Background: an optimization exercise with open tools, aiming at small area, a short achievable clock period and few clock cycles per item. Do not read the settings as production practice. In this exercise RTL edits were held to simulation tests only and were not proved equivalent to the original.

==> design.v <==
module mul07_tree (input wire [23:0] ms, input wire sh, output wire [48:0] w);
    wire nsh = ~sh;
    wire t1 = ms[17] ^ ms[16];
    wire t2 = ms[17] & ms[16];
    wire t3 = ms[18] ^ ms[17] ^ ms[14];
    wire t4 = (ms[18] & ms[17]) | (ms[18] & ms[14]) | (ms[17] & ms[14]);
    wire t5 = ms[19] ^ ms[18] ^ ms[15];
    wire t6 = (ms[19] & ms[18]) | (ms[19] & ms[15]) | (ms[18] & ms[15]);
    wire t7 = ms[20] ^ ms[19] ^ ms[16];
    wire t8 = (ms[20] & ms[19]) | (ms[20] & ms[16]) | (ms[19] & ms[16]);
    wire t9 = ms[15] ^ ms[12];
    wire t10 = ms[15] & ms[12];
    wire t11 = ms[21] ^ ms[20] ^ ms[17];
    wire t12 = (ms[21] & ms[20]) | (ms[21] & ms[17]) | (ms[20] & ms[17]);
    wire t13 = ms[16] ^ ms[13] ^ ms[12];
    wire t14 = (ms[16] & ms[13]) | (ms[16] & ms[12]) | (ms[13] & ms[12]);
    wire t15 = ms[9] ^ ms[8];
    wire t16 = ms[9] & ms[8];
    wire t17 = ms[22] ^ ms[21] ^ ms[18];
    wire t18 = (ms[22] & ms[21]) | (ms[22] & ms[18]) | (ms[21] & ms[18]);
    wire t19 = ms[17] ^ ms[14] ^ ms[13];
    wire t20 = (ms[17] & ms[14]) | (ms[17] & ms[13]) | (ms[14] & ms[13]);
    wire t21 = ms[10] ^ ms[9] ^ ms[6];
    wire t22 = (ms[10] & ms[9]) | (ms[10] & ms[6]) | (ms[9] & ms[6]);
    wire t23 = ms[5] ^ ms[2];
    wire t24 = ms[5] & ms[2];
    wire t25 = ms[23] ^ ms[22] ^ ms[19];
    wire t26 = (ms[23] & ms[22]) | (ms[23] & ms[19]) | (ms[22] & ms[19]);
    wire t27 = ms[18] ^ ms[15] ^ ms[14];
    wire t28 = (ms[18] & ms[15]) | (ms[18] & ms[14]) | (ms[15] & ms[14]);
    wire t29 = ms[11] ^ ms[10] ^ ms[7];
    wire t30 = (ms[11] & ms[10]) | (ms[11] & ms[7]) | (ms[10] & ms[7]);
    wire t31 = ms[6] ^ ms[3] ^ ms[2];
    wire t32 = (ms[6] & ms[3]) | (ms[6] & ms[2]) | (ms[3] & ms[2]);
    wire t33 = ms[23] ^ ms[20] ^ ms[19];
    wire t34 = (ms[23] & ms[20]) | (ms[23] & ms[19]) | (ms[20] & ms[19]);
    wire t35 = ms[16] ^ ms[15] ^ ms[12];
    wire t36 = (ms[16] & ms[15]) | (ms[16] & ms[12]) | (ms[15] & ms[12]);
    wire t37 = ms[11] ^ ms[8] ^ ms[7];
    wire t38 = (ms[11] & ms[8]) | (ms[11] & ms[7]) | (ms[8] & ms[7]);
    wire t39 = ms[4] ^ ms[3];
    wire t40 = ms[4] & ms[3];
    wire t41 = ms[21] ^ ms[20] ^ ms[17];
    wire t42 = (ms[21] & ms[20]) | (ms[21] & ms[17]) | (ms[20] & ms[17]);
    wire t43 = ms[16] ^ ms[13] ^ ms[12];
    wire t44 = (ms[16] & ms[13]) | (ms[16] & ms[12]) | (ms[13] & ms[12]);
    wire t45 = ms[9] ^ ms[8] ^ ms[5];
    wire t46 = (ms[9] & ms[8]) | (ms[9] & ms[5]) | (ms[8] & ms[5]);
    wire t47 = ms[22] ^ ms[21] ^ ms[18];
    wire t48 = (ms[22] & ms[21]) | (ms[22] & ms[18]) | (ms[21] & ms[18]);
    wire t49 = ms[17] ^ ms[14] ^ ms[13];
    wire t50 = (ms[17] & ms[14]) | (ms[17] & ms[13]) | (ms[14] & ms[13]);
    wire t51 = ms[10] ^ ms[9];
    wire t52 = ms[10] & ms[9];
    wire t53 = ms[23] ^ ms[22] ^ ms[19];
    wire t54 = (ms[23] & ms[22]) | (ms[23] & ms[19]) | (ms[22] & ms[19]);
    wire t55 = ms[18] ^ ms[15] ^ ms[14];
    wire t56 = (ms[18] & ms[15]) | (ms[18] & ms[14]) | (ms[15] & ms[14]);
    wire t57 = ms[11] ^ ms[10];
    wire t58 = ms[11] & ms[10];
    wire t59 = ms[23] ^ ms[20] ^ ms[19];
    wire t60 = (ms[23] & ms[20]) | (ms[23] & ms[19]) | (ms[20] & ms[19]);
    wire t61 = ms[16] ^ ms[15] ^ ms[12];
    wire t62 = (ms[16] & ms[15]) | (ms[16] & ms[12]) | (ms[15] & ms[12]);
    wire t63 = ms[21] ^ ms[20] ^ ms[17];
    wire t64 = (ms[21] & ms[20]) | (ms[21] & ms[17]) | (ms[20] & ms[17]);
    wire t65 = ms[22] ^ ms[21];
    wire t66 = ms[22] & ms[21];
    wire t67 = ms[23] ^ ms[22];
    wire t68 = ms[23] & ms[22];
    wire t69 = ms[12] ^ ms[11];
    wire t70 = ms[12] & ms[11];
    wire t71 = ms[13] ^ ms[12] ^ ms[9];
    wire t72 = (ms[13] & ms[12]) | (ms[13] & ms[9]) | (ms[12] & ms[9]);
    wire t73 = ms[8] ^ ms[5];
    wire t74 = ms[8] & ms[5];
    wire t75 = ms[14] ^ ms[13] ^ ms[10];
    wire t76 = (ms[14] & ms[13]) | (ms[14] & ms[10]) | (ms[13] & ms[10]);
    wire t77 = ms[9] ^ ms[6] ^ ms[5];
    wire t78 = (ms[9] & ms[6]) | (ms[9] & ms[5]) | (ms[6] & ms[5]);
    wire t79 = ms[15] ^ ms[14] ^ ms[11];
    wire t80 = (ms[15] & ms[14]) | (ms[15] & ms[11]) | (ms[14] & ms[11]);
    wire t81 = ms[10] ^ ms[7] ^ ms[6];
    wire t82 = (ms[10] & ms[7]) | (ms[10] & ms[6]) | (ms[7] & ms[6]);
    wire t83 = ms[16] ^ ms[15] ^ ms[12];
    wire t84 = (ms[16] & ms[15]) | (ms[16] & ms[12]) | (ms[15] & ms[12]);
    wire t85 = ms[11] ^ ms[8] ^ ms[7];
    wire t86 = (ms[11] & ms[8]) | (ms[11] & ms[7]) | (ms[8] & ms[7]);
    wire t87 = ms[4] ^ ms[3];
    wire t88 = ms[4] & ms[3];
    wire t89 = ms[13] ^ ms[12] ^ ms[9];
    wire t90 = (ms[13] & ms[12]) | (ms[13] & ms[9]) | (ms[12] & ms[9]);
    wire t91 = ms[8] ^ ms[5] ^ ms[4];
    wire t92 = (ms[8] & ms[5]) | (ms[8] & ms[4]) | (ms[5] & ms[4]);
    wire t93 = ms[1] ^ ms[0] ^ t1;
    wire t94 = (ms[1] & ms[0]) | (ms[1] & t1) | (ms[0] & t1);
    wire t95 = ms[13] ^ ms[10] ^ ms[9];
    wire t96 = (ms[13] & ms[10]) | (ms[13] & ms[9]) | (ms[10] & ms[9]);
    wire t97 = ms[6] ^ ms[5] ^ ms[2];
    wire t98 = (ms[6] & ms[5]) | (ms[6] & ms[2]) | (ms[5] & ms[2]);
    wire t99 = ms[1] ^ t2 ^ t3;
    wire t100 = (ms[1] & t2) | (ms[1] & t3) | (t2 & t3);
    wire t101 = ms[14] ^ ms[11] ^ ms[10];
    wire t102 = (ms[14] & ms[11]) | (ms[14] & ms[10]) | (ms[11] & ms[10]);
    wire t103 = ms[7] ^ ms[6] ^ ms[3];
    wire t104 = (ms[7] & ms[6]) | (ms[7] & ms[3]) | (ms[6] & ms[3]);
    wire t105 = ms[2] ^ t4 ^ t5;
    wire t106 = (ms[2] & t4) | (ms[2] & t5) | (t4 & t5);
    wire t107 = ms[11] ^ ms[8] ^ ms[7];
    wire t108 = (ms[11] & ms[8]) | (ms[11] & ms[7]) | (ms[8] & ms[7]);
    wire t109 = ms[4] ^ ms[3] ^ ms[0];
    wire t110 = (ms[4] & ms[3]) | (ms[4] & ms[0]) | (ms[3] & ms[0]);
    wire t111 = t6 ^ t7 ^ t9;
    wire t112 = (t6 & t7) | (t6 & t9) | (t7 & t9);
    wire t113 = ms[5] ^ ms[4] ^ ms[1];
    wire t114 = (ms[5] & ms[4]) | (ms[5] & ms[1]) | (ms[4] & ms[1]);
    wire t115 = ms[0] ^ t8 ^ t10;
    wire t116 = (ms[0] & t8) | (ms[0] & t10) | (t8 & t10);
    wire t117 = t11 ^ t13 ^ t15;
    wire t118 = (t11 & t13) | (t11 & t15) | (t13 & t15);
    wire t119 = ms[1] ^ 1'b1 ^ t12;
    wire t120 = (ms[1] & 1'b1) | (ms[1] & t12) | (1'b1 & t12);
    wire t121 = t14 ^ t16 ^ t17;
    wire t122 = (t14 & t16) | (t14 & t17) | (t16 & t17);
    wire t123 = t19 ^ t21 ^ t23;
    wire t124 = (t19 & t21) | (t19 & t23) | (t21 & t23);
    wire t125 = ms[0] ^ t18 ^ t20;
    wire t126 = (ms[0] & t18) | (ms[0] & t20) | (t18 & t20);
    wire t127 = t22 ^ t24 ^ t25;
    wire t128 = (t22 & t24) | (t22 & t25) | (t24 & t25);
    wire t129 = t27 ^ t29 ^ t31;
    wire t130 = (t27 & t29) | (t27 & t31) | (t29 & t31);
    wire t131 = ms[1] ^ t26 ^ t28;
    wire t132 = (ms[1] & t26) | (ms[1] & t28) | (t26 & t28);
    wire t133 = t30 ^ t32 ^ t33;
    wire t134 = (t30 & t32) | (t30 & t33) | (t32 & t33);
    wire t135 = t35 ^ t37 ^ t39;
    wire t136 = (t35 & t37) | (t35 & t39) | (t37 & t39);
    wire t137 = ms[4] ^ ms[2] ^ t34;
    wire t138 = (ms[4] & ms[2]) | (ms[4] & t34) | (ms[2] & t34);
    wire t139 = t36 ^ t38 ^ t40;
    wire t140 = (t36 & t38) | (t36 & t40) | (t38 & t40);
    wire t141 = t41 ^ t43 ^ t45;
    wire t142 = (t41 & t43) | (t41 & t45) | (t43 & t45);
    wire t143 = ms[6] ^ ms[5] ^ ms[3];
    wire t144 = (ms[6] & ms[5]) | (ms[6] & ms[3]) | (ms[5] & ms[3]);
    wire t145 = t42 ^ t44 ^ t46;
    wire t146 = (t42 & t44) | (t42 & t46) | (t44 & t46);
    wire t147 = t47 ^ t49 ^ t51;
    wire t148 = (t47 & t49) | (t47 & t51) | (t49 & t51);
    wire t149 = ms[7] ^ ms[6] ^ ms[4];
    wire t150 = (ms[7] & ms[6]) | (ms[7] & ms[4]) | (ms[6] & ms[4]);
    wire t151 = t48 ^ t50 ^ t52;
    wire t152 = (t48 & t50) | (t48 & t52) | (t50 & t52);
    wire t153 = t53 ^ t55 ^ t57;
    wire t154 = (t53 & t55) | (t53 & t57) | (t55 & t57);
    wire t155 = ms[11] ^ ms[8] ^ ms[7];
    wire t156 = (ms[11] & ms[8]) | (ms[11] & ms[7]) | (ms[8] & ms[7]);
    wire t157 = ms[5] ^ t54 ^ t56;
    wire t158 = (ms[5] & t54) | (ms[5] & t56) | (t54 & t56);
    wire t159 = t58 ^ t59 ^ t61;
    wire t160 = (t58 & t59) | (t58 & t61) | (t59 & t61);
    wire t161 = ms[16] ^ ms[13] ^ ms[12];
    wire t162 = (ms[16] & ms[13]) | (ms[16] & ms[12]) | (ms[13] & ms[12]);
    wire t163 = ms[9] ^ ms[8] ^ ms[6];
    wire t164 = (ms[9] & ms[8]) | (ms[9] & ms[6]) | (ms[8] & ms[6]);
    wire t165 = t60 ^ t62 ^ t63;
    wire t166 = (t60 & t62) | (t60 & t63) | (t62 & t63);
    wire t167 = ms[18] ^ ms[17] ^ ms[14];
    wire t168 = (ms[18] & ms[17]) | (ms[18] & ms[14]) | (ms[17] & ms[14]);
    wire t169 = ms[13] ^ ms[10] ^ ms[9];
    wire t170 = (ms[13] & ms[10]) | (ms[13] & ms[9]) | (ms[10] & ms[9]);
    wire t171 = ms[7] ^ t64 ^ t65;
    wire t172 = (ms[7] & t64) | (ms[7] & t65) | (t64 & t65);
    wire t173 = ms[19] ^ ms[18] ^ ms[15];
    wire t174 = (ms[19] & ms[18]) | (ms[19] & ms[15]) | (ms[18] & ms[15]);
    wire t175 = ms[14] ^ ms[11] ^ ms[10];
    wire t176 = (ms[14] & ms[11]) | (ms[14] & ms[10]) | (ms[11] & ms[10]);
    wire t177 = ms[8] ^ t66 ^ t67;
    wire t178 = (ms[8] & t66) | (ms[8] & t67) | (t66 & t67);
    wire t179 = ms[23] ^ ms[20] ^ ms[19];
    wire t180 = (ms[23] & ms[20]) | (ms[23] & ms[19]) | (ms[20] & ms[19]);
    wire t181 = ms[16] ^ ms[15] ^ ms[12];
    wire t182 = (ms[16] & ms[15]) | (ms[16] & ms[12]) | (ms[15] & ms[12]);
    wire t183 = ms[11] ^ ms[9] ^ t68;
    wire t184 = (ms[11] & ms[9]) | (ms[11] & t68) | (ms[9] & t68);
    wire t185 = ms[21] ^ ms[20] ^ ms[17];
    wire t186 = (ms[21] & ms[20]) | (ms[21] & ms[17]) | (ms[20] & ms[17]);
    wire t187 = ms[16] ^ ms[13] ^ ms[12];
    wire t188 = (ms[16] & ms[13]) | (ms[16] & ms[12]) | (ms[13] & ms[12]);
    wire t189 = ms[22] ^ ms[21] ^ ms[18];
    wire t190 = (ms[22] & ms[21]) | (ms[22] & ms[18]) | (ms[21] & ms[18]);
    wire t191 = ms[17] ^ ms[14];
    wire t192 = ms[17] & ms[14];
    wire t193 = ms[23] ^ ms[22] ^ ms[19];
    wire t194 = (ms[23] & ms[22]) | (ms[23] & ms[19]) | (ms[22] & ms[19]);
    wire t195 = ms[18] ^ ms[15];
    wire t196 = ms[18] & ms[15];
    wire t197 = ms[23] ^ ms[20] ^ ms[19];
    wire t198 = (ms[23] & ms[20]) | (ms[23] & ms[19]) | (ms[20] & ms[19]);
    wire t199 = ms[8] ^ ms[7];
    wire t200 = ms[8] & ms[7];
    wire t201 = ms[9] ^ ms[8] ^ ms[5];
    wire t202 = (ms[9] & ms[8]) | (ms[9] & ms[5]) | (ms[8] & ms[5]);
    wire t203 = ms[4] ^ ms[1];
    wire t204 = ms[4] & ms[1];
    wire t205 = ms[10] ^ ms[9] ^ ms[6];
    wire t206 = (ms[10] & ms[9]) | (ms[10] & ms[6]) | (ms[9] & ms[6]);
    wire t207 = ms[5] ^ ms[2] ^ ms[1];
    wire t208 = (ms[5] & ms[2]) | (ms[5] & ms[1]) | (ms[2] & ms[1]);
    wire t209 = ms[11] ^ ms[10] ^ ms[7];
    wire t210 = (ms[11] & ms[10]) | (ms[11] & ms[7]) | (ms[10] & ms[7]);
    wire t211 = ms[6] ^ ms[3] ^ ms[2];
    wire t212 = (ms[6] & ms[3]) | (ms[6] & ms[2]) | (ms[3] & ms[2]);
    wire t213 = ms[8] ^ ms[7] ^ ms[4];
    wire t214 = (ms[8] & ms[7]) | (ms[8] & ms[4]) | (ms[7] & ms[4]);
    wire t215 = ms[3] ^ ms[0] ^ t69;
    wire t216 = (ms[3] & ms[0]) | (ms[3] & t69) | (ms[0] & t69);
    wire t217 = ms[4] ^ ms[1] ^ ms[0];
    wire t218 = (ms[4] & ms[1]) | (ms[4] & ms[0]) | (ms[1] & ms[0]);
    wire t219 = t70 ^ t71 ^ t73;
    wire t220 = (t70 & t71) | (t70 & t73) | (t71 & t73);
    wire t221 = ms[2] ^ ms[1] ^ t72;
    wire t222 = (ms[2] & ms[1]) | (ms[2] & t72) | (ms[1] & t72);
    wire t223 = t74 ^ t75 ^ t77;
    wire t224 = (t74 & t75) | (t74 & t77) | (t75 & t77);
    wire t225 = ms[3] ^ ms[2] ^ t76;
    wire t226 = (ms[3] & ms[2]) | (ms[3] & t76) | (ms[2] & t76);
    wire t227 = t78 ^ t79 ^ t81;
    wire t228 = (t78 & t79) | (t78 & t81) | (t79 & t81);
    wire t229 = ms[0] ^ t80 ^ t82;
    wire t230 = (ms[0] & t80) | (ms[0] & t82) | (t80 & t82);
    wire t231 = t83 ^ t85 ^ t87;
    wire t232 = (t83 & t85) | (t83 & t87) | (t85 & t87);
    wire t233 = t84 ^ t86 ^ t88;
    wire t234 = (t84 & t86) | (t84 & t88) | (t86 & t88);
    wire t235 = t89 ^ t91 ^ t93;
    wire t236 = (t89 & t91) | (t89 & t93) | (t91 & t93);
    wire t237 = t90 ^ t92 ^ t94;
    wire t238 = (t90 & t92) | (t90 & t94) | (t92 & t94);
    wire t239 = t95 ^ t97 ^ t99;
    wire t240 = (t95 & t97) | (t95 & t99) | (t97 & t99);
    wire t241 = t96 ^ t98 ^ t100;
    wire t242 = (t96 & t98) | (t96 & t100) | (t98 & t100);
    wire t243 = t101 ^ t103 ^ t105;
    wire t244 = (t101 & t103) | (t101 & t105) | (t103 & t105);
    wire t245 = t102 ^ t104 ^ t106;
    wire t246 = (t102 & t104) | (t102 & t106) | (t104 & t106);
    wire t247 = t107 ^ t109 ^ t111;
    wire t248 = (t107 & t109) | (t107 & t111) | (t109 & t111);
    wire t249 = t108 ^ t110 ^ t112;
    wire t250 = (t108 & t110) | (t108 & t112) | (t110 & t112);
    wire t251 = t113 ^ t115 ^ t117;
    wire t252 = (t113 & t115) | (t113 & t117) | (t115 & t117);
    wire t253 = t114 ^ t116 ^ t118;
    wire t254 = (t114 & t116) | (t114 & t118) | (t116 & t118);
    wire t255 = t119 ^ t121 ^ t123;
    wire t256 = (t119 & t121) | (t119 & t123) | (t121 & t123);
    wire t257 = t120 ^ t122 ^ t124;
    wire t258 = (t120 & t122) | (t120 & t124) | (t122 & t124);
    wire t259 = t125 ^ t127 ^ t129;
    wire t260 = (t125 & t127) | (t125 & t129) | (t127 & t129);
    wire t261 = t126 ^ t128 ^ t130;
    wire t262 = (t126 & t128) | (t126 & t130) | (t128 & t130);
    wire t263 = t131 ^ t133 ^ t135;
    wire t264 = (t131 & t133) | (t131 & t135) | (t133 & t135);
    wire t265 = t132 ^ t134 ^ t136;
    wire t266 = (t132 & t134) | (t132 & t136) | (t134 & t136);
    wire t267 = t137 ^ t139 ^ t141;
    wire t268 = (t137 & t139) | (t137 & t141) | (t139 & t141);
    wire t269 = t138 ^ t140 ^ t142;
    wire t270 = (t138 & t140) | (t138 & t142) | (t140 & t142);
    wire t271 = t143 ^ t145 ^ t147;
    wire t272 = (t143 & t145) | (t143 & t147) | (t145 & t147);
    wire t273 = t144 ^ t146 ^ t148;
    wire t274 = (t144 & t146) | (t144 & t148) | (t146 & t148);
    wire t275 = t149 ^ t151 ^ t153;
    wire t276 = (t149 & t151) | (t149 & t153) | (t151 & t153);
    wire t277 = t150 ^ t152 ^ t154;
    wire t278 = (t150 & t152) | (t150 & t154) | (t152 & t154);
    wire t279 = t155 ^ t157 ^ t159;
    wire t280 = (t155 & t157) | (t155 & t159) | (t157 & t159);
    wire t281 = t156 ^ t158 ^ t160;
    wire t282 = (t156 & t158) | (t156 & t160) | (t158 & t160);
    wire t283 = t161 ^ t163 ^ t165;
    wire t284 = (t161 & t163) | (t161 & t165) | (t163 & t165);
    wire t285 = t162 ^ t164 ^ t166;
    wire t286 = (t162 & t164) | (t162 & t166) | (t164 & t166);
    wire t287 = t167 ^ t169 ^ t171;
    wire t288 = (t167 & t169) | (t167 & t171) | (t169 & t171);
    wire t289 = t168 ^ t170 ^ t172;
    wire t290 = (t168 & t170) | (t168 & t172) | (t170 & t172);
    wire t291 = t173 ^ t175 ^ t177;
    wire t292 = (t173 & t175) | (t173 & t177) | (t175 & t177);
    wire t293 = t174 ^ t176 ^ t178;
    wire t294 = (t174 & t176) | (t174 & t178) | (t176 & t178);
    wire t295 = t179 ^ t181 ^ t183;
    wire t296 = (t179 & t181) | (t179 & t183) | (t181 & t183);
    wire t297 = ms[10] ^ t180 ^ t182;
    wire t298 = (ms[10] & t180) | (ms[10] & t182) | (t180 & t182);
    wire t299 = t184 ^ t185 ^ t187;
    wire t300 = (t184 & t185) | (t184 & t187) | (t185 & t187);
    wire t301 = ms[13] ^ ms[11] ^ t186;
    wire t302 = (ms[13] & ms[11]) | (ms[13] & t186) | (ms[11] & t186);
    wire t303 = t188 ^ t189 ^ t191;
    wire t304 = (t188 & t189) | (t188 & t191) | (t189 & t191);
    wire t305 = ms[14] ^ ms[12] ^ t190;
    wire t306 = (ms[14] & ms[12]) | (ms[14] & t190) | (ms[12] & t190);
    wire t307 = t192 ^ t193 ^ t195;
    wire t308 = (t192 & t193) | (t192 & t195) | (t193 & t195);
    wire t309 = ms[16] ^ ms[15] ^ ms[13];
    wire t310 = (ms[16] & ms[15]) | (ms[16] & ms[13]) | (ms[15] & ms[13]);
    wire t311 = t194 ^ t196 ^ t197;
    wire t312 = (t194 & t196) | (t194 & t197) | (t196 & t197);
    wire t313 = ms[21] ^ ms[20] ^ ms[17];
    wire t314 = (ms[21] & ms[20]) | (ms[21] & ms[17]) | (ms[20] & ms[17]);
    wire t315 = ms[16] ^ ms[14] ^ t198;
    wire t316 = (ms[16] & ms[14]) | (ms[16] & t198) | (ms[14] & t198);
    wire t317 = ms[22] ^ ms[21] ^ ms[18];
    wire t318 = (ms[22] & ms[21]) | (ms[22] & ms[18]) | (ms[21] & ms[18]);
    wire t319 = ms[17] ^ ms[15];
    wire t320 = ms[17] & ms[15];
    wire t321 = ms[23] ^ ms[22] ^ ms[19];
    wire t322 = (ms[23] & ms[22]) | (ms[23] & ms[19]) | (ms[22] & ms[19]);
    wire t323 = ms[18] ^ ms[16];
    wire t324 = ms[18] & ms[16];
    wire t325 = ms[23] ^ ms[20] ^ ms[19];
    wire t326 = (ms[23] & ms[20]) | (ms[23] & ms[19]) | (ms[20] & ms[19]);
    wire t327 = ms[5] ^ ms[4];
    wire t328 = ms[5] & ms[4];
    wire t329 = ms[6] ^ ms[5] ^ ms[2];
    wire t330 = (ms[6] & ms[5]) | (ms[6] & ms[2]) | (ms[5] & ms[2]);
    wire t331 = ms[7] ^ ms[6] ^ ms[3];
    wire t332 = (ms[7] & ms[6]) | (ms[7] & ms[3]) | (ms[6] & ms[3]);
    wire t333 = ms[4] ^ ms[3] ^ ms[0];
    wire t334 = (ms[4] & ms[3]) | (ms[4] & ms[0]) | (ms[3] & ms[0]);
    wire t335 = ms[0] ^ t200 ^ t201;
    wire t336 = (ms[0] & t200) | (ms[0] & t201) | (t200 & t201);
    wire t337 = t202 ^ t204 ^ t205;
    wire t338 = (t202 & t204) | (t202 & t205) | (t204 & t205);
    wire t339 = t206 ^ t208 ^ t209;
    wire t340 = (t206 & t208) | (t206 & t209) | (t208 & t209);
    wire t341 = t210 ^ t212 ^ t213;
    wire t342 = (t210 & t212) | (t210 & t213) | (t212 & t213);
    wire t343 = t214 ^ t216 ^ t217;
    wire t344 = (t214 & t216) | (t214 & t217) | (t216 & t217);
    wire t345 = t218 ^ t220 ^ t221;
    wire t346 = (t218 & t220) | (t218 & t221) | (t220 & t221);
    wire t347 = t222 ^ t224 ^ t225;
    wire t348 = (t222 & t224) | (t222 & t225) | (t224 & t225);
    wire t349 = t226 ^ t228 ^ t229;
    wire t350 = (t226 & t228) | (t226 & t229) | (t228 & t229);
    wire t351 = t230 ^ t232 ^ t233;
    wire t352 = (t230 & t232) | (t230 & t233) | (t232 & t233);
    wire t353 = t234 ^ t236 ^ t237;
    wire t354 = (t234 & t236) | (t234 & t237) | (t236 & t237);
    wire t355 = t238 ^ t240 ^ t241;
    wire t356 = (t238 & t240) | (t238 & t241) | (t240 & t241);
    wire t357 = t242 ^ t244 ^ t245;
    wire t358 = (t242 & t244) | (t242 & t245) | (t244 & t245);
    wire t359 = t246 ^ t248 ^ t249;
    wire t360 = (t246 & t248) | (t246 & t249) | (t248 & t249);
    wire t361 = t250 ^ t252 ^ t253;
    wire t362 = (t250 & t252) | (t250 & t253) | (t252 & t253);
    wire t363 = t254 ^ t256 ^ t257;
    wire t364 = (t254 & t256) | (t254 & t257) | (t256 & t257);
    wire t365 = t258 ^ t260 ^ t261;
    wire t366 = (t258 & t260) | (t258 & t261) | (t260 & t261);
    wire t367 = t262 ^ t264 ^ t265;
    wire t368 = (t262 & t264) | (t262 & t265) | (t264 & t265);
    wire t369 = t266 ^ t268 ^ t269;
    wire t370 = (t266 & t268) | (t266 & t269) | (t268 & t269);
    wire t371 = t270 ^ t272 ^ t273;
    wire t372 = (t270 & t272) | (t270 & t273) | (t272 & t273);
    wire t373 = t274 ^ t276 ^ t277;
    wire t374 = (t274 & t276) | (t274 & t277) | (t276 & t277);
    wire t375 = t278 ^ t280 ^ t281;
    wire t376 = (t278 & t280) | (t278 & t281) | (t280 & t281);
    wire t377 = t282 ^ t284 ^ t285;
    wire t378 = (t282 & t284) | (t282 & t285) | (t284 & t285);
    wire t379 = t286 ^ t288 ^ t289;
    wire t380 = (t286 & t288) | (t286 & t289) | (t288 & t289);
    wire t381 = t290 ^ t292 ^ t293;
    wire t382 = (t290 & t292) | (t290 & t293) | (t292 & t293);
    wire t383 = t294 ^ t296 ^ t297;
    wire t384 = (t294 & t296) | (t294 & t297) | (t296 & t297);
    wire t385 = t298 ^ t300 ^ t301;
    wire t386 = (t298 & t300) | (t298 & t301) | (t300 & t301);
    wire t387 = t302 ^ t304 ^ t305;
    wire t388 = (t302 & t304) | (t302 & t305) | (t304 & t305);
    wire t389 = t306 ^ t308 ^ t309;
    wire t390 = (t306 & t308) | (t306 & t309) | (t308 & t309);
    wire t391 = t310 ^ t312 ^ t313;
    wire t392 = (t310 & t312) | (t310 & t313) | (t312 & t313);
    wire t393 = t314 ^ t316 ^ t317;
    wire t394 = (t314 & t316) | (t314 & t317) | (t316 & t317);
    wire t395 = t318 ^ t320 ^ t321;
    wire t396 = (t318 & t320) | (t318 & t321) | (t320 & t321);
    wire t397 = ms[17] ^ t322 ^ t324;
    wire t398 = (ms[17] & t322) | (ms[17] & t324) | (t322 & t324);
    wire t399 = ms[21] ^ ms[20] ^ ms[18];
    wire t400 = (ms[21] & ms[20]) | (ms[21] & ms[18]) | (ms[20] & ms[18]);
    wire t401 = ms[22] ^ ms[21];
    wire t402 = ms[22] & ms[21];
    wire t403 = ms[23] ^ ms[22];
    wire t404 = ms[23] & ms[22];
    wire t405 = ms[4] ^ ms[3];
    wire t406 = ms[4] & ms[3];
    wire t407 = ms[1] ^ ms[0] ^ t327;
    wire t408 = (ms[1] & ms[0]) | (ms[1] & t327) | (ms[0] & t327);
    wire t409 = ms[1] ^ t328 ^ t329;
    wire t410 = (ms[1] & t328) | (ms[1] & t329) | (t328 & t329);
    wire t411 = ms[2] ^ t330 ^ t331;
    wire t412 = (ms[2] & t330) | (ms[2] & t331) | (t330 & t331);
    wire t413 = t199 ^ t332 ^ t333;
    wire t414 = (t199 & t332) | (t199 & t333) | (t332 & t333);
    wire t415 = t203 ^ t334 ^ t335;
    wire t416 = (t203 & t334) | (t203 & t335) | (t334 & t335);
    wire t417 = t207 ^ t336 ^ t337;
    wire t418 = (t207 & t336) | (t207 & t337) | (t336 & t337);
    wire t419 = t211 ^ t338 ^ t339;
    wire t420 = (t211 & t338) | (t211 & t339) | (t338 & t339);
    wire t421 = t215 ^ t340 ^ t341;
    wire t422 = (t215 & t340) | (t215 & t341) | (t340 & t341);
    wire t423 = t219 ^ t342 ^ t343;
    wire t424 = (t219 & t342) | (t219 & t343) | (t342 & t343);
    wire t425 = t223 ^ t344 ^ t345;
    wire t426 = (t223 & t344) | (t223 & t345) | (t344 & t345);
    wire t427 = t227 ^ t346 ^ t347;
    wire t428 = (t227 & t346) | (t227 & t347) | (t346 & t347);
    wire t429 = t231 ^ t348 ^ t349;
    wire t430 = (t231 & t348) | (t231 & t349) | (t348 & t349);
    wire t431 = t235 ^ t350 ^ t351;
    wire t432 = (t235 & t350) | (t235 & t351) | (t350 & t351);
    wire t433 = t239 ^ t352 ^ t353;
    wire t434 = (t239 & t352) | (t239 & t353) | (t352 & t353);
    wire t435 = t243 ^ t354 ^ t355;
    wire t436 = (t243 & t354) | (t243 & t355) | (t354 & t355);
    wire t437 = t247 ^ t356 ^ t357;
    wire t438 = (t247 & t356) | (t247 & t357) | (t356 & t357);
    wire t439 = t251 ^ t358 ^ t359;
    wire t440 = (t251 & t358) | (t251 & t359) | (t358 & t359);
    wire t441 = t255 ^ t360 ^ t361;
    wire t442 = (t255 & t360) | (t255 & t361) | (t360 & t361);
    wire t443 = t259 ^ t362 ^ t363;
    wire t444 = (t259 & t362) | (t259 & t363) | (t362 & t363);
    wire t445 = t263 ^ t364 ^ t365;
    wire t446 = (t263 & t364) | (t263 & t365) | (t364 & t365);
    wire t447 = t267 ^ t366 ^ t367;
    wire t448 = (t267 & t366) | (t267 & t367) | (t366 & t367);
    wire t449 = t271 ^ t368 ^ t369;
    wire t450 = (t271 & t368) | (t271 & t369) | (t368 & t369);
    wire t451 = t275 ^ t370 ^ t371;
    wire t452 = (t275 & t370) | (t275 & t371) | (t370 & t371);
    wire t453 = t279 ^ t372 ^ t373;
    wire t454 = (t279 & t372) | (t279 & t373) | (t372 & t373);
    wire t455 = t283 ^ t374 ^ t375;
    wire t456 = (t283 & t374) | (t283 & t375) | (t374 & t375);
    wire t457 = t287 ^ t376 ^ t377;
    wire t458 = (t287 & t376) | (t287 & t377) | (t376 & t377);
    wire t459 = t291 ^ t378 ^ t379;
    wire t460 = (t291 & t378) | (t291 & t379) | (t378 & t379);
    wire t461 = t295 ^ t380 ^ t381;
    wire t462 = (t295 & t380) | (t295 & t381) | (t380 & t381);
    wire t463 = t299 ^ t382 ^ t383;
    wire t464 = (t299 & t382) | (t299 & t383) | (t382 & t383);
    wire t465 = t303 ^ t384 ^ t385;
    wire t466 = (t303 & t384) | (t303 & t385) | (t384 & t385);
    wire t467 = t307 ^ t386 ^ t387;
    wire t468 = (t307 & t386) | (t307 & t387) | (t386 & t387);
    wire t469 = t311 ^ t388 ^ t389;
    wire t470 = (t311 & t388) | (t311 & t389) | (t388 & t389);
    wire t471 = t315 ^ t390 ^ t391;
    wire t472 = (t315 & t390) | (t315 & t391) | (t390 & t391);
    wire t473 = t319 ^ t392 ^ t393;
    wire t474 = (t319 & t392) | (t319 & t393) | (t392 & t393);
    wire t475 = t323 ^ t394 ^ t395;
    wire t476 = (t323 & t394) | (t323 & t395) | (t394 & t395);
    wire t477 = t325 ^ t396 ^ t397;
    wire t478 = (t325 & t396) | (t325 & t397) | (t396 & t397);
    wire t479 = t326 ^ t398 ^ t399;
    wire t480 = (t326 & t398) | (t326 & t399) | (t398 & t399);
    wire t481 = ms[19] ^ t400 ^ t401;
    wire t482 = (ms[19] & t400) | (ms[19] & t401) | (t400 & t401);
    wire t483 = ms[20] ^ t402 ^ t403;
    wire t484 = (ms[20] & t402) | (ms[20] & t403) | (t402 & t403);
    wire t485 = ms[23] ^ ms[21] ^ t404;
    wire t486 = (ms[23] & ms[21]) | (ms[23] & t404) | (ms[21] & t404);
    wire t487 = t440 ^ t441 ^ nsh;
    wire t488 = (t440 & t441) | (t440 & nsh) | (t441 & nsh);
    wire t489 = t442 ^ t443;
    wire t490 = t442 & t443;
    wire t491 = t444 ^ t445;
    wire t492 = t444 & t445;
    wire t493 = t446 ^ t447;
    wire t494 = t446 & t447;
    wire t495 = t448 ^ t449;
    wire t496 = t448 & t449;
    wire t497 = t450 ^ t451;
    wire t498 = t450 & t451;
    wire t499 = t452 ^ t453;
    wire t500 = t452 & t453;
    wire t501 = t454 ^ t455;
    wire t502 = t454 & t455;
    wire t503 = t456 ^ t457;
    wire t504 = t456 & t457;
    wire t505 = t458 ^ t459;
    wire t506 = t458 & t459;
    wire t507 = t460 ^ t461;
    wire t508 = t460 & t461;
    wire t509 = t462 ^ t463;
    wire t510 = t462 & t463;
    wire t511 = t464 ^ t465;
    wire t512 = t464 & t465;
    wire t513 = t466 ^ t467;
    wire t514 = t466 & t467;
    wire t515 = t468 ^ t469;
    wire t516 = t468 & t469;
    wire t517 = t470 ^ t471;
    wire t518 = t470 & t471;
    wire t519 = t472 ^ t473;
    wire t520 = t472 & t473;
    wire t521 = t474 ^ t475;
    wire t522 = t474 & t475;
    wire t523 = t476 ^ t477;
    wire t524 = t476 & t477;
    wire t525 = t478 ^ t479;
    wire t526 = t478 & t479;
    wire t527 = t480 ^ t481;
    wire t528 = t480 & t481;
    wire t529 = t482 ^ t483;
    wire t530 = t482 & t483;
    wire t531 = t484 ^ t485;
    wire t532 = t484 & t485;
    wire t533 = ms[22] ^ t486;
    wire t534 = ms[22] & t486;
    wire [48:0] ra = {1'b0, 1'b0, t534, t532, t530, t528, t526, t524, t522, t520, t518, t516, t514, t512, t510, t508, t506, t504, t502, t500, t498, t496, t494, t492, t490, t488, t487, t438, t436, t434, t432, t430, t428, t426, t424, t422, t420, t418, t416, t414, t412, t410, t408, t406, ms[0], ms[3], ms[2], ms[1], ms[0]};
    wire [48:0] rb = {1'b0, 1'b0, ms[23], t533, t531, t529, t527, t525, t523, t521, t519, t517, t515, t513, t511, t509, t507, t505, t503, t501, t499, t497, t495, t493, t491, t489, 1'b0, t439, t437, t435, t433, t431, t429, t427, t425, t423, t421, t419, t417, t415, t413, t411, t409, t407, t405, ms[2], ms[1], ms[0], 1'b0};
    assign w = ra + rb;
endmodule
module filt_step (
    input  wire [30:0] s,
    input  wire        hs,        
    input  wire [7:0]  te,
    input  wire [23:0] tm,
    output wire [30:0] y,
    output wire        hy         
);
    wire [7:0]  es  = s[30:23];
    wire [23:0] ms  = {hs, s[22:0]};
    wire        big = es > 8'd1;
    wire        p47 = ms >= 24'hB6DB6E;         
    wire        sh  = big & ~p47;               
    wire [48:0] w;
    mul07_tree u_tree (.ms(ms), .sh(sh), .w(w));
    wire [7:0]  esf = big ? es : 8'd1;
    wire [7:0]  eh  = esf - {7'd0, sh};
    wire        hge = eh >= te;
    wire [24:0] mh  = sh ? w[47:23] : w[48:24];    
    wire [7:0]  da  = eh - te;
    wire        fa  = da > 8'd27;
    wire [27:0] tx  = {1'b0, tm, 3'b000};
    wire [27:0] ts  = tx >> da[4:0];
    wire        tl  = fa ? (|tm) : (|(tx & ~(28'hFFFFFFF << da[4:0])));
    wire [27:0] tz  = fa ? {27'd0, tl} : {ts[27:1], ts[0] | tl};
    wire [7:0]  db  = te - esf + 8'd1;
    wire        fb  = db > 8'd28;
    wire [28:0] hx  = {w[48:24], w[23] & sh, 3'b000};
    wire [28:0] hsh = hx >> db[4:0];
    wire        hl  = fb ? (|hx) : (|(hx & ~(29'h1FFFFFFF << db[4:0])));
    wire [27:0] hz  = fb ? {27'd0, hl} : {hsh[27:1], hsh[0] | hl};
    wire [24:0] xa  = hge ? mh : {1'b0, tm};
    wire [27:0] zb  = hge ? tz : hz;
    wire [7:0]  ex  = hge ? eh : te;
    wire [2:0]  low = zb[2:0];
    wire [24:0] zh  = zb[27:3];
    wire [25:0] ya  = {1'b0, xa} + {1'b0, zh};
    wire [26:0] yc  = {1'b0, xa, 1'b1} + {1'b0, zh, 1'b1};
    wire [25:0] yb  = yc[26:1];                 
    wire        ovf = ya[24];
    wire        inc0 = low[2] & (low[1] | low[0] | ya[0]);
    wire        inc1 = ya[0] & ((|low) | ya[1]);
    wire [24:0] m0  = inc0 ? yb[24:0] : ya[24:0];
    wire [24:0] m1  = inc1 ? yb[25:1] : ya[25:1];
    wire [24:0] mn  = ovf ? m1 : m0;
    wire [24:0] px  = xa ^ zh;
    wire        ro0 = inc0 & (&px[23:0]) & ~px[24];
    wire        ro1 = inc1 & (&px[24:0]);
    wire [7:0]  exm = ex - 8'd1;
    wire [7:0]  ex1 = ex + 8'd1;
    wire [7:0]  ex2 = ex + 8'd2;
    wire        sub = (ex == 8'd1);
    wire [7:0]  ey0 = ro0 ? ex1 : ((sub & ~m0[23]) ? exm : ex);
    wire [7:0]  ey1 = ro1 ? ex2 : ex1;
    wire [7:0]  ey  = ovf ? ey1 : ey0;
    assign y  = {ey, mn[22:0]};
    assign hy = ~sub | ovf | m0[24] | m0[23];
endmodule
module mul03_pre (
    input  wire [30:0] x,
    output wire [25:0] mx2,
    output wire [7:0]  er
);
    wire [7:0]  ex  = x[30:23];
    wire [23:0] mx  = {ex != 8'd0, x[22:0]};
    wire        q47 = mx >= 24'hD55555;         
    wire        lo  = ex < 8'd2;
    wire        e2  = ex == 8'd2;
    assign mx2 = lo ? {2'b00, mx} : (e2 | q47) ? {1'b0, mx, 1'b0} : {mx, 2'b00};
    assign er  = (lo | e2) ? 8'd1 : (q47 ? ex - 8'd1 : ex - 8'd2);
endmodule
module mul03 (
    input  wire [25:0] mx2,
    input  wire [7:0]  er,
    output wire [7:0]  e,
    output wire [23:0] m
);
    wire [29:0] b9  = {4'd0, mx2} + {1'b0, mx2, 3'b000};
    wire [33:0] b153 = {4'd0, b9} + {b9, 4'd0};
    wire [49:0] q   = {16'd0, b153} + {8'd0, b153, 8'd0} + {b153, 16'd0} + {24'd0, mx2};
    wire [23:0] mt  = q[48:25];
    wire        g   = q[24];
    wire        st  = |mx2[22:0];                 
    wire        inc = g & (st | mt[0]);
    wire [24:0] mr  = {1'b0, mt} + {24'd0, inc};
    assign m = mr[24] ? 24'h800000 : mr[23:0];
    assign e = mr[24] ? er + 8'd1 : er;
endmodule
module amf_rx (
    input  wire        clk,
    input  wire        rst,
    input  wire        in_valid,
    output wire        in_ready,
    input  wire [31:0] sample,
    output reg         frm_valid,
    output wire [63:0] frm_payload,
    output reg         frm_crc_ok
);
    assign in_ready = 1'b1;
    reg        m_valid;
    reg [25:0] m_x2;             
    reg [7:0]  m_er;             
    wire [25:0] x2_next;
    wire [7:0]  er_next;
    mul03_pre u_pre (.x(sample[30:0]), .mx2(x2_next), .er(er_next));
    always @(posedge clk) begin
        m_valid <= in_valid & ~rst;
        m_x2    <= x2_next;
        m_er    <= er_next;
    end
    reg        t_valid;
    reg [7:0]  t_e;
    reg [23:0] t_m;
    wire [7:0]  te_next;
    wire [23:0] tm_next;
    mul03 u_new (.mx2(m_x2), .er(m_er), .e(te_next), .m(tm_next));
    always @(posedge clk) begin
        t_valid <= m_valid & ~rst;
        t_e     <= te_next;
        t_m     <= tm_next;
    end
    reg  [30:0] smoothed;
    reg         smoothed_h;      
    wire        smoothed_h_next;
    reg  [4:0]  decim_count;
    reg         fwd_valid;
    wire [30:0] smoothed_next;
    filt_step u_filt (.s(smoothed), .hs(smoothed_h), .te(t_e), .tm(t_m),
                      .y(smoothed_next), .hy(smoothed_h_next));
    always @(posedge clk) begin
        if (rst) begin
            smoothed    <= 31'd0;
            smoothed_h  <= 1'b0;
            decim_count <= 5'd0;
            fwd_valid   <= 1'b0;
        end else begin
            fwd_valid <= t_valid && decim_count == 5'd16;
            if (t_valid) begin
                smoothed    <= smoothed_next;
                smoothed_h  <= smoothed_h_next;
                decim_count <= (decim_count == 5'd16) ? 5'd0 : decim_count + 5'd1;
            end
        end
    end
    wire        chip_valid;
    wire        chip;
    peak_ser u_peak (.clk(clk), .rst(rst), .start(fwd_valid), .v(smoothed),
                     .chip(chip), .chip_valid(chip_valid));
    localparam [1:0] LOW_A = 2'd0, LOW_B = 2'd1, HIGH_A = 2'd2, HIGH_B = 2'd3;
    localparam [15:0] X48A = 16'h807B;    
    localparam [11:0] X48Q = 12'h913;     
    reg        last_chip;
    reg  [2:0] since_edge;
    reg  [1:0] phase;
    reg [47:0] frame;           
    reg  [3:0] ones;            
    reg [15:0] rem_a;           
    reg [11:0] rem_q;           
    wire [2:0] since_next = (chip != last_chip) ? 3'd1 : since_edge + 3'd1;
    wire       mid_bit    = (since_next == 3'd4);
    wire       emit       = chip_valid && mid_bit && phase[0];
    wire       d          = phase[1];
    wire       match      = ~frame[47] && (ones == 4'd15);
    reg [1:0] phase_next;
    always @* begin
        case (phase)
            LOW_A:   phase_next = chip ? HIGH_B : LOW_A;
            LOW_B:   phase_next = chip ? HIGH_A : LOW_A;
            HIGH_A:  phase_next = chip ? HIGH_A : LOW_B;
            default: phase_next = chip ? HIGH_A : LOW_A;
        endcase
    end
    wire [16:0] ra  = {rem_a, d};
    wire [15:0] ra1 = (ra[16] ? ra[15:0] ^ 16'h8005 : ra[15:0]) ^ (frame[47] ? X48A : 16'd0);
    wire [12:0] rq  = {rem_q, d};
    wire [11:0] rq1 = (rq[12] ? rq[11:0] ^ 12'h805 : rq[11:0]) ^ (frame[47] ? X48Q : 12'd0);
    wire [3:0]  brand = frame[46:43];
    wire        crc_next = (brand == 4'd2 || brand == 4'd10) ? (rq1 == 12'd0 && frame[2:0] == 3'd0 && ~d)
                                                           : (ra1 == 16'd0);
    always @(posedge clk) begin
        if (rst) begin
            last_chip  <= 1'b0;
            since_edge <= 3'd0;
            phase      <= LOW_A;
        end else if (chip_valid) begin
            last_chip  <= chip;
            since_edge <= since_next;
            if (mid_bit)
                phase <= phase_next;
        end
    end
    always @(posedge clk) begin
        if (rst || frm_valid) begin
            frame     <= 48'd0;
            ones      <= 4'd0;
            rem_a     <= 16'd0;
            rem_q     <= 12'd0;
            frm_valid <= 1'b0;
        end else if (emit) begin
            frame     <= {frame[46:0], d};
            ones      <= frame[47] ? ones + {3'd0, ones != 4'd15} : 4'd0;
            rem_a     <= ra1;
            rem_q     <= rq1;
            frm_valid <= match;
        end
    end
    always @(posedge clk)
        frm_crc_ok <= crc_next;
    assign frm_payload = {16'hFFFE, frame};
endmodule
module peak_ser (
    input  wire        clk,
    input  wire        rst,
    input  wire        start,
    input  wire [30:0] v,
    output reg         chip,
    output reg         chip_valid
);
    localparam [25:0] FLOOR = 26'hAAAAAB;       
    localparam [25:0] ONE   = 26'h2000000;
    reg  [25:0] ook_max;        
    reg  [25:0] cr;             
    reg         busy;
    reg  [3:0]  cnt;
    reg         vsmall, c_ge_f, c_gt_q, dhi, fl, thi;
    reg         bo;             
    reg         gt;             
    reg  [1:0]  zc;             
    reg         zz;             
    wire [7:0]  ve = v[30:23];
    wire [25:0] c  = (ve >= 8'd127) ? ONE :
                     (ve == 8'd126) ? {1'b0, 1'b1, v[22:0], 1'b0} :
                                      {2'b00, 1'b1, v[22:0]};
    wire        first = cnt == 4'd0;
    wire [25:0] delta = dhi ? 26'd3356 : 26'd3355;
    wire [1:0]  dk    = delta[{cnt, 1'b0} +: 2];
    wire [2:0]  dt    = {1'b0, ook_max[1:0]} - {1'b0, dk} - {2'b00, bo};
    wire [1:0]  dd    = dt[1:0];
    wire [1:0]  cc    = cr[1:0];
    wire        gt_n  = (cc > dd) | ((cc == dd) & gt);
    wire [1:0]  z4c   = first ? 2'b00 : cr[25:24];
    wire        dprev = ~first & ook_max[25];
    wire [1:0]  znd   = ~dd;
    wire [1:0]  zn2d  = {~dd[0], ~dprev};
    wire [1:0]  zk    = thi ? (first ? 2'b10 : 2'b11) : 2'b00;
    wire [3:0]  zs    = {2'b00, z4c} + {2'b00, znd} + {2'b00, zn2d} + {2'b00, zk} + {2'b00, zc};
    wire [3:0]  zt    = {2'b00, cr[25:24]} + 4'd3 + {2'b00, 1'b1, ~ook_max[25]} + {2'b00, thi, thi} + {2'b00, zc};
    wire        zsign = zt[2] ^ thi;           
    wire [2:0]  ztop  = {zsign, zt[1:0]};
    wire        zeq   = zz & (ztop == 3'd0);
    wire        zpos  = ~zsign & ~zeq;
    wire        gt_d  = zpos | (zeq & (thi ? cr[1] : cr[0]));
    wire        take  = ~vsmall & (fl ? c_ge_f : gt);
    wire        chp   = take | (~vsmall & (fl ? c_gt_q : gt_d));
    always @(posedge clk) begin
        if (rst) begin
            ook_max    <= FLOOR;
            busy       <= 1'b0;
            chip_valid <= 1'b0;
        end else begin
            chip_valid <= 1'b0;
            if (start) begin
                busy   <= 1'b1;
                cnt    <= 4'd0;
                cr     <= c;
                vsmall <= ve < 8'd125;
                c_ge_f <= c >= FLOOR;
                c_gt_q <= c > 26'h800000;      
                dhi    <= ook_max >= 26'd16780572;    
                fl     <= ook_max < 26'd11188166;     
                thi    <= ook_max >= 26'd22372978;    
                bo     <= 1'b0;
                gt     <= 1'b0;
                zc     <= 2'd0;
                zz     <= 1'b1;
            end else if (busy) begin
                if (cnt != 4'd13) begin
                    cnt     <= cnt + 4'd1;
                    cr      <= {cr[1:0], cr[25:2]};
                    ook_max <= {dd, ook_max[25:2]};
                    bo      <= dt[2];
                    gt      <= gt_n;
                    zc      <= zs[3:2];
                    zz      <= zz & (zs[1:0] == 2'd0);
                end else begin
                    busy       <= 1'b0;
                    chip       <= chp;
                    chip_valid <= 1'b1;
                    ook_max    <= take ? cr : (fl ? FLOOR : ook_max);
                end
            end
        end
    end
endmodule
==> flow/run.sh <==
#!/bin/bash
# The standard layout, with two changes to how it is made:
#  - Yosys's synth runs without its early ABC pass (SYNTH_ARGS=-noabc), so
#    that the full adders are found before the logic is remapped and do not
#    need inverters around them; the final ABC mapping is unchanged;
#  - repair_timing is asked for extra setup slack so that the gates on the
#    filter loop are sized for speed.
# The SDC (clock period, I/O delays) is the standard flow's own and is not touched.
set -euo pipefail
export SETUP_SLACK_MARGIN=26
export MAKEFLAGS="SYNTH_ARGS=-noabc"
bash standard.sh > standard.log 2>&1
==> standard.sh <==
#!/bin/bash
# synth_recipe.tcl (not shown) runs the flow's synth.tcl, then flattens the netlist and writes it again
# the make line also repeats each setting of config.mk as NAME=value (left out here)
make -C /OpenROAD-flow-scripts/flow DESIGN_CONFIG=/design/flow/config.mk WORK_HOME=/design/flow/orfs CLKGATE_MAP_FILE= SYNTH_SCRIPT=/design/flow/synth_recipe.tcl "${@:-finish}"
==> config.mk <==
export PLATFORM = sky130hd
export DESIGN_NAME = amf_rx
export DESIGN_NICKNAME = amf_rx
export VERILOG_FILES = /design/flow/design.v
export SDC_FILE = /design/flow/constraint.sdc
export NUM_CORES = 4
export LEC_CHECK = 0
export ABC_AREA = 1
export CAP_MARGIN = 20
export CORE_MARGIN = 2
export CORE_UTILIZATION = 40
export SLEW_MARGIN = 20
==> constraint.sdc <==
create_clock -name core_clock -period 35.0 [get_ports {clk}]
set_input_delay 7.0000 -clock core_clock [delete_from_list [all_inputs] [get_ports {clk}]]
set_output_delay 7.0000 -clock core_clock [all_outputs]
set_load 0.01 [all_outputs]
==> run notes, run 1 <==
worst-skew pair later-pin latency=0.59 ns; area occupied by multi-input gates=0.02681 mm^2; hold slack=0.4122 ns; Global Route Usage Sum=23.86%; CTS tree=yes; wire per inst=17.61 um; Clk pin slew, worst setup/hold paths=0.06 ns; post-synth cell types=78; NumNets Final=5658; status=finished clean; Fin. Hold Viols=0; Post-CTS Hold Fix Bufs=0; Remaining DRCs=0; Syn Inst Count=5030; Min Clock Period, post-route=8.780 ns; Async SR Flop Fraction=0%; measured slew at the worst slew-check pin=0.8847 ns; crit share post-route=25.09%; clk root buf=clkbuf_16; final worst setup slack=26.22 ns; top_reg_cell synth=dfxtp_1; final antenna-violating net count=0; syn avg cell area=6.838 um^2; Crit Path Max Fanout=9; metal1 wirelength=49090 um; total number of vias=33760; max layer used=met4; Post-synth EDFFs=42; DRT Pass-1 Iters=6; clock buffer depth=3; critical path data required time=35.51 ns; CP Cell Sequence=clkdlybuf4s50_1 -> nor2_2 -> inv_1 -> nor3_4 -> nand2_1 -> nand4_1 -> o32ai_1 -> a21oi_1 -> nand2_2 -> nor2_4 -> buf_12 -> clkinvlp_2 -> a21oi_1 -> o21ai_0 -> o21ai_0; clock sink count=264; commonest non-fill, non-tap cells in the layout=nand2_1, inv_1, nor2_1; Cell Count, Final, Fillers Out=6260; setup TNS=0 ns; HPWL Detailed=88050 um; fraction of layout cells with a size suffix above 1=9.461%; metal2 WL=51880 um; crit end category=register; max-cap violations=0; Die Footprint=0.08835 mm^2; commonest non-fill, non-tap cell in the layout=nand2_1; Synth warnings=2; # rows=107; f_max=113.9 MHz; Register Area=0.005773 mm^2; Finished Core Util=45.99%; max_slew headroom=40.40%; H-tree levels=1; Yosys reg bits=264; die height=297.2 um; crit path kind=in2reg; Starting Density=40.39%; RSZ-0062 raised after global routing=yes; CP max stage delay=0.47 ns; Placement Setup Slack=24.81 ns; Setup crit start kind=input port; vias in the first global route=31630; setup violators final=0; dpl cells=6145; 1st-iter DRT viols=2650; fin. max-slew vios=0; vias per cell=5.392; Final Cell Area=0.03916 mm^2; post-synthesis sequential area ratio=16.59%; DR WL met3=5136 um; IO Port Bufs=83; Placer Congestion=0.9866; WL final=110200 um; diodes inserted=0; Area Growth Syn to Fin=13.86%; initial antenna violation count=0; largest net degree at the start of global routing=83; slowest CP cell=clkdlybuf4s50_1; gr ovfl total=0; Placeable Area=0.08515 mm^2; Fillers=8814; clock skew=0.01042 ns; Die W=297.2 um; Top Ports=102; Num CTS Buffers=30; Post-Place Cell Area=0.03627 mm^2; Worst Path Arrival=9.29 ns; class of the worst hold path=reg2reg; first-pass GRT wire length=172300 um; Mapped Area=0.03439 mm^2
-- kinds of logic after synthesis --
kind of cell    share of synthesized area [%]
flops                                   16.59
buf+inv                                 9.495
xor+xnor                                5.901
fa+ha+maj                               23.88
compound gates                          18.27
mux                                    0.2328
simple gates                            25.61
other cells                           0.02184
-- final timing paths --
check,end,depth (start not counted),startpoint,slack (ns)
worst max-delay path,m_x2[12],15,sample[28],26.22
worst min register to register,t_valid,2,m_valid,0.41
worst min-delay path,t_valid,2,m_valid,0.41
worst max register to register,smoothed[9],40,smoothed[20],26.31
-- layout make-up --
type                            count  share of cell area, %
Clock buffer                       37                  2.086
Timing Repair Buffer              169                  4.073
Inverter                          670                  6.463
Multi-Input combinational cell   3949                  68.45
Sequential cell                   264                  14.74
Timing Repair inverter              8                 0.1406
Clock inverter                     19                 0.3930
Tap cell                         1144                  3.655
-- state kept, by name, indices dropped and copies added, names as in the netlist, 2 cells and up --
name            cells
frame              48
smoothed           31
m_x2               26
u_peak.cr          26
u_peak.ook_max     26
t_m                24
rem_a              16
rem_q              12
m_er                8
t_e                 8
decim_count         5
ones                4
u_peak.cnt          4
since_edge          3
phase               2
u_peak.zc           2
-- repair_timing --
item	in CTS	in global routing
cloned	3	7
buffers inserted	15	34
gates resized for setup	87	220
setup endpoints to repair	76	85
pin swaps	11	43
-- synthesized netlist by cell type, drive strengths merged, types with 5 or more instances --
cell type | instances | share of area [%]
nand2 | 1092 | 12
inv | 663 | 7.2
nor2 | 478 | 5.4
o21ai | 477 | 7.1
a21oi | 409 | 6.2
ha | 322 | 12
nand3 | 303 | 4.6
dfxtp | 222 | 13
fa | 209 | 12
xor2 | 156 | 4.2
clkbuf | 98 | 1.1
nand4 | 70 | 1.3
buf | 66 | 1.1
xnor2 | 65 | 1.7
nor3 | 62 | 1.1
edfxtp | 42 | 3.7
o211ai | 38 | 0.84
a31oi | 34 | 0.62
nor4 | 29 | 0.53
o221ai | 19 | 0.48
o21a | 16 | 0.35
a22oi | 15 | 0.33
a21o | 14 | 0.31
o21bai | 13 | 0.41
a211oi | 11 | 0.24
o22ai | 11 | 0.20
or2 | 10 | 0.18
mux2i | 8 | 0.23
clkinv | 7 | 0.076
nand3b | 7 | 0.15
o31ai | 7 | 0.15
and3 | 6 | 0.11
a32o | 5 | 0.15
o32ai | 5 | 0.13
-- worst max-delay path: cells and delay by family --
kind	cells	cell delay, ns
AO/OA/AOI/OAI	5	0.57
buffers and inverters	4	0.93
AND/OR/NAND/NOR	6	0.81
-- layer usage --
metal | vias up | global-route usage (%)
met5 | - | 0
met2 | 960 | 40.33
met3 | 209 | 1.826
met4 | 0 | 8.345
met1 | 15790 | 32.02
li1 | 16800 | -
Testbench counts, summed over its fixed seeds: cycles 882,746, items 882,746.
==> inputs of run 2 (changes only) <==
--- a/config.mk
+++ b/config.mk
@@ -10,3 +10,3 @@
 export CORE_MARGIN = 2
-export CORE_UTILIZATION = 40
+export CORE_UTILIZATION = 30
 export SLEW_MARGIN = 20
==> run notes, run 2 <==
Synth top area share=12.92%; Num CTS Buffers=30; max_slew headroom=34.31%; crit share post-route=25.40%; Remaining DRCs=0; first-pass GRT wire length=173200 um; Post-Place Cell Area=0.03673 mm^2; GR peak layer=met2; met1 usage=25.04%; Yosys reg bits=264; met3 global-route usage=2.460%; die height=342.6 um; Placeable Area=0.1140 mm^2; Top reg by flops=frame; Die W=342.6 um; number of flip-flops in the largest register=48; clock buffer depth=3; measured slew at the worst slew-check pin=0.9853 ns; crit end category=register; CTS tree=yes; worst-skew pair later-pin latency=0.61 ns; clock skew=0.03459 ns; 1st-iter DRT viols=2968; worst setup path start=sample[23]; Regs by FF count=frame (48), smoothed (31); gr ovfl total=0; DRT Pass-1 Iters=6; Worst Path Arrival=9.40 ns; critical path data required time=35.51 ns; H-tree levels=1; commonest non-fill, non-tap cell in the layout=nand2_1; status=finished clean; RSZ-0062 raised after global routing=no; vias per cell=5.043; Synth area leader=dfxtp_1; final antenna-violating net count=0; IO Port Bufs=83; fraction of layout cells with a size suffix above 1=9.504%; total number of vias=33470; Async SR Flop Fraction=0%; f_max=112.5 MHz; largest net degree at the start of global routing=83; setup violators final=0; Register Area=0.005772 mm^2; Setup crit start kind=input port; hold path startpoint=m_valid; wire per inst=16.78 um; most common cell in the netlist=nand2_1; max-cap violations=0; setup TNS=0 ns; Fin. Hold Viols=0; Clk pin slew, worst setup/hold paths=0.07 ns; NumNets Final=5667; initial antenna violation count=10; Synth area leaders=dfxtp_1, fa_1, ha_1, nand2_1, inv_1; Syn Inst Count=5030; clk root buf=clkbuf_16; Die Footprint=0.1174 mm^2; Mapped Area=0.03439 mm^2; commonest non-fill, non-tap cells in the layout=nand2_1, inv_1, nor2_1; grt met2 use=30.01%; Synth warnings=2; Crit Path Max Fanout=7; Fillers=12190; class of the worst hold path=reg2reg; Global Route Usage Sum=18.22%; syn avg cell area=6.838 um^2; crit path kind=in2reg; post-synthesis sequential area ratio=16.59%; Synth top cells by count=nand2_1, inv_1, nor2_1, o21ai_0, a21oi_1; clock sink count=264; Post-synth EDFFs=42; Placer Congestion=0.9781; fin. max-slew vios=0; Area Growth Syn to Fin=15.20%; Worst R2R Start=smoothed[22]; Starting Density=30.16%; HPWL Detailed=89140 um; Top Ports=102; Min Clock Period, post-route=8.892 ns; WL final=111400 um; # rows=124; post-synth cell types=78; Final Cell Area=0.03962 mm^2; top_reg_cell synth=dfxtp_1; vias in the first global route=31800; area occupied by multi-input gates=0.02668 mm^2
-- run 2: cell types whose count changed in the layout (fill, tap and decap cells not counted), sizes merged, moves of 2 or more --
cell,before,now
clkdlybuf4s50,80,78
buf,85,96
clkinv,22,15
dlygate4sd2,0,2
inv,663,666
-- run 2: path summary, 6_finish.rpt --
kind / slack (ns) / endpoint / cells past startpoint
max: 26.11 / m_x2[6] / 16
min: 0.40 / t_valid / 2
max reg2reg: 26.37 / smoothed[13] / 40
min reg2reg: 0.40 / t_valid / 2
-- run 2: stage by stage --
stage / hold slack, ns / instances / util [%] / setup slack [ns]
global placement: 0.3854 / 6513 / 32.21 / 24.55
detailed placement: 0.3913 / 6513 / 32.21 / 24.54
floorplan: 0.3883 / 5046 / - / 26.17
finish: 0.4029 / 6637 / 34.75 / 26.11
global route: 0.4303 / 6637 / 34.75 / 25.88
CTS: 0.4046 / 6576 / 33.41 / 25.99
-- run 2: final cells by class --
cell class              count  area share, %
repair inverters            7         0.1200
flip-flops and latches    264          14.57
inverters                 670          6.407
diodes                      1       0.006316
well taps                1512          4.775
repair buffers            180          4.193
clock inverters            18         0.5084
clock buffers              37          2.090
multi-input cells        3948          67.33
-- run 2: cells by family after synthesis --
logic type	count (synthesis)	share of synthesized area, %
compound gates	1104	18.27
xor+xnor	221	5.901
fa+ha+maj	531	23.88
buf+inv	834	9.495
flops	264	16.59
mux	8	0.2328
other cells	2	0.02184
simple gates	2066	25.61
-- run 2: worst max-delay path: stages --
cell and delay [ns]:
dlygate4sd2_1 0.33, inv_2 0.11, ha_1 0.16, inv_1 0.08, nor2_2 0.17, nand2_2 0.10
nand4_1 0.11, o32ai_1 0.08, a21oi_1 0.15, nand2_2 0.17, nor2_4 0.18, buf_12 0.16
clkinvlp_2 0.23, a21oi_1 0.17, o21ai_0 0.11, o21ai_0 0.08
-- run 2: routing by layer --
layer | vias up | wire [um]
li1 | 16800 | -
met1 | 15590 | 51100
met2 | 881 | 51300
met3 | 179 | 6004
met4 | 18 | 2864
met5 | - | 122
-- run 2: timing repair --
item                                    CTS  global route
endpoints found under the setup margin   86            88
pin swaps                                 5            58
gates resized for setup                  88           221
hold buffers                              0             0
cloned                                    3             5
buffers inserted                          5            55
==> inputs of run 3 (changes only) <==
--- a/design.v
+++ b/design.v
@@ -624,5 +624,4 @@
     wire        inc = g & (st | mt[0]);
-    wire [24:0] mr  = {1'b0, mt} + {24'd0, inc};
-    assign m = mr[24] ? 24'h800000 : mr[23:0];
-    assign e = mr[24] ? er + 8'd1 : er;
+    assign m = mt + {23'd0, inc};
+    assign e = er;
 endmodule
--- a/flow/run.sh
+++ b/flow/run.sh
@@ -9,3 +9,3 @@
 set -euo pipefail
-export SETUP_SLACK_MARGIN=26
+export SETUP_SLACK_MARGIN=26.3
 export MAKEFLAGS="SYNTH_ARGS=-noabc"
--- a/config.mk
+++ b/config.mk
@@ -10,3 +10,3 @@
 export CORE_MARGIN = 2
-export CORE_UTILIZATION = 30
+export CORE_UTILIZATION = 40
 export SLEW_MARGIN = 20
==> run notes, run 3 <==
crit share post-route=24.65%; Yosys reg bits=264; most common cell in the netlist=nand2_1; clock sink count=264; wire per inst=17.69 um; Area Growth Syn to Fin=16.30%; clock skew=0.02574 ns; fraction of layout cells with a size suffix above 1=11.18%; slowest CP cell=clkdlybuf4s50_1; final antenna-violating net count=0; Synth warnings=2; post-synth cell types=74; Top reg by flops=frame; Post-CTS Hold Fix Bufs=0; WP buf/inv=1; setup violators final=0; Post-Place Cell Area=0.03584 mm^2; dpl cells=6120; Synth top cells by count=nand2_1, inv_1, nor2_1, o21ai_0, a21oi_1; class of the worst hold path=reg2reg; Setup crit start kind=register; Cell Count, Final, Fillers Out=6280; clk root buf=clkbuf_16; Die Footprint=0.08714 mm^2; Num CTS Buffers=28; die height=295.2 um; NumNets Final=5688; HPWL Detailed=87490 um; Synth area leaders=dfxtp_1, nand2_1, fa_1, ha_1, inv_1; WL final=111100 um; commonest non-fill, non-tap cell in the layout=nand2_1; Regs by FF count=frame (48), smoothed (31); IO Port Bufs=83; worst-skew pair later-pin latency=0.58 ns; CTS tree=yes; Placement Setup Slack=24.76 ns; Post-synth EDFFs=42; fin. max-slew vios=0; critical path data required time=28.00 ns; Finished Core Util=47.06%; RSZ-0062 raised after global routing=yes; area occupied by multi-input gates=0.02671 mm^2; gr ovfl total=0; 1st-iter DRT viols=2657; vias per cell=5.395; top_reg_cell synth=dfxtp_1; crit path kind=reg2out; DRT Pass-1 Iters=6; # rows=106; setup TNS=0 ns; Final Cell Area=0.03945 mm^2; Starting Density=40.46%; Crit Path Max Fanout=13; Min Clock Period, post-route=8.628 ns; H-tree levels=1; CP Cell Sequence=clkdlybuf4s50_1; crit end category=primary output; initial antenna violation count=0; Placeable Area=0.08382 mm^2; Clk pin slew, worst setup/hold paths=0.06 ns; Synth top area share=13.10%; Register Area=0.005772 mm^2; Async SR Flop Fraction=0%; vias in the first global route=31290; largest net degree at the start of global routing=81; Mapped Area=0.03392 mm^2; number of flip-flops in the largest register=48; f_max=115.9 MHz; post-synthesis sequential area ratio=16.82%; Fillers=8719; Worst Path Arrival=1.63 ns; final worst setup slack=26.37 ns; Global Route Usage Sum=24.52%; CP max stage delay=0.58 ns; Syn Inst Count=5011; commonest non-fill, non-tap cells in the layout=nand2_1, inv_1, nor2_1; Top Ports=102; first-pass GRT wire length=172000 um; status=finished clean; total number of vias=33880; syn avg cell area=6.768 um^2; Fin. Hold Viols=0; Placer Congestion=0.9666; clock buffer depth=3; Synth area leader=dfxtp_1; max_slew headroom=44.84%; measured slew at the worst slew-check pin=0.8265 ns; Remaining DRCs=0; Die W=295.2 um; critical path's top delay family=buffers and inverters; max-cap violations=0
run 3: per-stage QoR:
stage	hold WS (ns)
2_1_floorplan	0.3096
3_5_place_dp	0.3138
5_1_grt	0.3322
4_1_cts	0.3288
3_3_place_gp	0.3120
6_report	0.3267
run 3: repair_timing:
item                                    in CTS  in global routing
pin swaps                                   23                 86
setup buffers                               27                 72
gates resized for setup                    166                308
gates cloned                                 8                  0
endpoints found under the setup margin      78                 83
run 3: metal layers:
layer	GRT usage, %	vias to the layer above	part of all wire (%)
li1	-	16820	-
met1	34.16	15860	45
met2	40.49	1002	46
met3	2.173	199	5.2
met4	6.847	0	3.3
met5	0	-	0
run 3: logic make-up (layout without fill, tap and decap cells):
kind of cell               after synthesis  in the layout  synth area share (%)
xor gates and xnor gates               216            216                 5.622
DFF                                    264            264                 16.82
buffers and inverters                  797            915                 9.226
muxes                                   15             15                0.4427
adders and majority gates              530            530                 24.18
and+or+nand+nor                       2146           2146                 26.38
other                                    2             19               0.02214
AOI/OAI and AO/OA                     1041           1041                 17.31
run 3: cell type report:
cell class,count,share of cell area [%]
diodes,1,0.006344
clock buffers,37,1.992
clock inverters,15,0.5012
inverters,634,6.138
multi-input cells,3966,67.71
flip-flops and latches,264,14.63
well taps,1134,3.597
repair buffers,223,5.224
repair inverters,6,0.1998
run 3: worst paths after layout:
path | startpoint | to | slack [ns] | cells past startpoint
worst min register to register | m_er[5] | t_e[5] | 0.33 | 0
worst min-delay path | m_er[5] | t_e[5] | 0.33 | 0
worst max register to register | smoothed[22] | smoothed[5] | 26.57 | 40
worst max-delay path | frame[47] | frm_payload[47] | 26.37 | 1
Testbench counts of run 3, summed over its fixed seeds: cycles 882,746, items 882,746.

## separate check: timing with driven ports
The flow's constraints put no driver on any port. The routed layouts listed below were extracted and timed again, unchanged, in two steps.
Step 1: set_driving_cell puts a clkbuf_16 on clk and a buf_2 on each other input, an assumption about the parent block.
Step 2 adds t to the input delays and takes it off the output delays; t is the mean of the earliest and latest rising clock arrival at the registers after step 1. Input paths then give back, and output paths get back, about the clock's delay inside the block.
Three values: no drivers, after step 1, after step 2; two values: the first two.
| run | t (ns) | setup WS [ns] | worst hold slack (ns) | worst slew at a driven data input, ns |
|---|---|---|---|---|
| run 1 | 0.639 | 26.220 / 26.208 / 25.611 | 0.412 / 0.412 / 0.412 | 0.06 |
| run 2 | 0.659 | 26.108 / 26.138 / 25.479 | 0.403 / 0.403 / 0.403 | 0.08 |
| run 3 | 0.622 | 26.372 / 26.312 / 25.789 | 0.327 / 0.327 / 0.327 | 0.07 |
After both steps every run listed still meets setup and hold. For run 2, which loses most, drivers alone change the setup slack by +0.030 ns; drivers and shift together by -0.629 ns.
